This is an optimization exercise on Yosys and OpenROAD, whose aim is small area, a short achievable clock period and few clock cycles, not a production implementation.
At most, simulation tests tie the RTL to the original design; equivalence was not proved.

==> flow/design.v (excerpt) <==
module snr_power (
    input  wire        clk,
    input  wire        rst,
    input  wire        in_valid,
    output reg         in_ready,
    input  wire [63:0] in_x,
    input  wire [63:0] in_y,
    input  wire        in_last,
    output reg         out_valid,
    output reg  [63:0] out_sigpwr,
    output reg  [63:0] out_noisepwr
);
Size in the first run: about 28000 cells after synthesis, ~260 I/O pins.
==> module fp_subabs, before the edit <==
module fp_subabs (
    input  wire        clk,
    input  wire [63:0] a,
    input  wire [63:0] b,
    output reg  [51:0] frac,
    output reg  [10:0] xe,         
    output reg  [5:0]  sh,
    output reg         xc,         
    output reg         pb,         
    output reg         nan,
    output reg         inf
);
    wire        effsub = a[63] == b[63];
    wire [10:0] ea = a[62:52];
    wire [10:0] eb = b[62:52];
    wire [51:0] fa = a[51:0];
    wire [51:0] fb = b[51:0];
    wire a_nan = (ea == 11'h7ff) && (fa != 52'd0);
    wire b_nan = (eb == 11'h7ff) && (fb != 52'd0);
    wire a_inf = (ea == 11'h7ff) && (fa == 52'd0);
    wire b_inf = (eb == 11'h7ff) && (fb == 52'd0);
    wire [52:0] ma = {ea != 11'd0, fa};
    wire [52:0] mb = {eb != 11'd0, fb};
    wire [10:0] xa = (ea == 11'd0) ? 11'd1 : ea;
    wire [10:0] xb = (eb == 11'd0) ? 11'd1 : eb;
    wire [11:0] dab  = {1'b0, xa} - {1'b0, xb};
    wire [11:0] dba  = {1'b0, xb} - {1'b0, xa};
    wire        swap = dab[11];
    wire [10:0] x_big   = swap ? xb : xa;
    wire [52:0] m_big   = swap ? mb : ma;
    wire [52:0] m_small = swap ? ma : mb;
    wire [10:0] diff    = swap ? dba[10:0] : dab[10:0];
    wire [5:0]  dsh     = (diff[10:6] != 5'd0) ? 6'd63 : diff[5:0];
    wire [55:0] small_ext0 = {m_small, 3'b000};
    wire [55:0] small_sh   = small_ext0 >> dsh;
    wire        small_lost = |(small_ext0 & ~({56{1'b1}} << dsh));
    wire [55:0] small_ext  = {small_sh[55:1], small_sh[0] | small_lost};
    wire [55:0] addend = effsub ? ~small_ext : small_ext;
    wire [56:0] s0;
    wire [56:0] s1;
    fp_cadd #(.W(56)) u_add (.a({m_big, 3'b000}), .b(addend), .s0(s0), .s1(s1));
    reg  [56:0] s0_1;
    reg  [56:0] s1_1;
    reg         sub1;
    reg  [10:0] x1;
    reg         nan1;
    reg         inf1;
    always @(posedge clk) begin
        s0_1 <= s0;
        s1_1 <= s1;
        sub1 <= effsub;
        x1   <= x_big;
        nan1 <= a_nan || b_nan || (a_inf && b_inf && effsub);
        inf1 <= a_inf || b_inf;
    end
    wire [55:0] mag  = s1_1[56] ? s1_1[55:0] : ~s0_1[55:0];    
    wire [56:0] m57  = sub1 ? {1'b0, mag} : s0_1;
    wire        far  = !sub1 || m57[55] || m57[54];
    wire        r1   = m57[56];
    wire        l1   = sub1 && !m57[55] && (x1 != 11'd1);
    wire [55:0] na   = r1 ? {m57[56:2], m57[1] | m57[0]} : l1 ? {m57[54:0], 1'b0} : m57[55:0];
    wire [10:0] xa1  = r1 ? x1 + 11'd1 : l1 ? x1 - 11'd1 : x1;
    wire [62:0] ra0  = {na[55] ? xa1 : 11'd0, na[54:3]};
    wire [52:0] fa1  = {1'b0, na[54:3]} + {52'd0, na[2] & (na[1] | na[0] | na[3])};
    reg  [55:0] stopb;
    integer i;
    always @*
        for (i = 0; i < 56; i = i + 1)
            stopb[i] = x1 == 11'd56 - i;
    wire [6:0]  lz1;
    wire [6:0]  lz0;
    fp_lzc #(.L(6)) u_lzc1 (.x({s1_1[55:0] | stopb, 8'd0}), .lz(lz1));
    fp_lzc #(.L(6)) u_lzc0 (.x({~s0_1[55:0] | stopb, 8'd0}), .lz(lz0));
    wire [5:0]  lsh   = s1_1[56] ? lz1[5:0] : lz0[5:0];
    wire [55:0] nb    = mag << lsh;
    always @(posedge clk) begin
        if (far) begin
            frac <= fa1[51:0];
            xe   <= ra0[62:52];
            sh   <= 6'd0;
            xc   <= fa1[52];
            pb   <= 1'b0;
        end else begin
            frac <= nb[54:3];
            xe   <= x1;
            sh   <= lsh;
            xc   <= nb[55];
            pb   <= 1'b1;
        end
        nan <= nan1;
        inf <= inf1 || (r1 && x1 == 11'd2046);
    end
endmodule
==> flow/config.mk <==
export PLATFORM = sky130hd
export DESIGN_NAME = snr_power
export DESIGN_NICKNAME = snr_power
export VERILOG_FILES = /design/flow/design.v
export SDC_FILE = /design/flow/constraint.sdc
export NUM_CORES = 8
export LEC_CHECK = 0
export ABC_AREA = 1
export CAP_MARGIN = 35
export CORE_MARGIN = 2
export CORE_UTILIZATION = 60
export SLEW_MARGIN = 35
export SYNTH_HIERARCHICAL = 1
export SYNTH_MINIMUM_KEEP_SIZE = 0
==> flow/constraint.sdc <==
create_clock -name core_clock -period 25.0 [get_ports {clk}]
set_input_delay 5.0000 -clock core_clock [delete_from_list [all_inputs] [get_ports {clk}]]
set_output_delay 5.0000 -clock core_clock [all_outputs]
set_load 0.01 [all_outputs]
standard.sh (not shown) runs the stock make flow with config.mk's settings and CLKGATE_MAP_FILE= SYNTH_SCRIPT=/design/flow/synth_recipe.tcl, a recipe that flattens the netlist after the stock synthesis.
==> flow/flow/run.sh <==
#!/bin/bash
# Layout flow: the standard flow (standard.sh, which runs the standard
# synthesis unchanged), with its timing repair asked for a setup margin so
# that it works the paths down towards a period well below the clock's.
# The constraints (clock, I/O delays, loads) are the design's own.
# make's full output goes to flow_make.log; ORFS keeps each step's log under
# orfs/logs.
set -euo pipefail
cd "$(dirname "$0")/.."
MARGIN=${MARGIN:-18.5}
bash standard.sh SETUP_SLACK_MARGIN="$MARGIN" TNS_END_PERCENT=100 finish > flow_make.log 2>&1
The first run finished with timing, DRC and antenna clean.
Testbench counts at the start, summed over its fixed seeds: cycles 25,434.
Rerun with:
--- a/flow/design.v
+++ b/flow/design.v
@@ -275,9 +275,7 @@
         for (i = 0; i < 56; i = i + 1)
             stopb[i] = x1 == 11'd56 - i;
-    wire [6:0]  lz1;
-    wire [6:0]  lz0;
-    fp_lzc #(.L(6)) u_lzc1 (.x({s1_1[55:0] | stopb, 8'd0}), .lz(lz1));
-    fp_lzc #(.L(6)) u_lzc0 (.x({~s0_1[55:0] | stopb, 8'd0}), .lz(lz0));
-    wire [5:0]  lsh   = s1_1[56] ? lz1[5:0] : lz0[5:0];
+    wire [6:0]  lz;
+    fp_lzc #(.L(6)) u_lzc (.x({mag | stopb, 8'd0}), .lz(lz));
+    wire [5:0]  lsh   = lz[5:0];
     wire [55:0] nb    = mag << lsh;
     always @(posedge clk) begin
Outcome: The changed run finished with timing, DRC and antenna clean; non-clock buffer count fell by 105; die area came out lower slightly; via count fell by a few percent; worst setup slack loses 0.0052 ns; routed wire length decreases by a few percent; cell count came out lower slightly; clock-buffer cell count rises by 2; fmax stays flat; cell area came out lower slightly; area after synthesis fell slightly; global-route usage is lower by 0.37 points; clock skew is lower by 0.032 ns.
Function not checked in the second run of this note: the RTL went through the layout flow alone.

## static timing again, ports no longer ideal
How much do the figures lean on ideal ports? The routed layouts below were timed once more, with nothing changed but the port constraints. Step 1, drivers: a clkbuf_16 drives clk and a buf_2 each remaining input, both assumed. Step 2 adds t to the input delays and takes it off the output delays; t is the mean of the earliest and latest rising clock arrival at the registers after step 1. Input paths then give back, and output paths get back, about the clock's delay inside the block. a / b / c = ideal ports / drivers / drivers and shift; a / b = the first two.
run | t, ns | setup slack, ns | clock arrival spread, ns
the first run | 1.040 | 18.543 / 18.427 / 18.618 | 0.144 / 0.144
the second run | 1.042 | 18.538 / 18.419 / 18.541 | 0.115 / 0.116
After both steps every run listed still meets setup and hold.
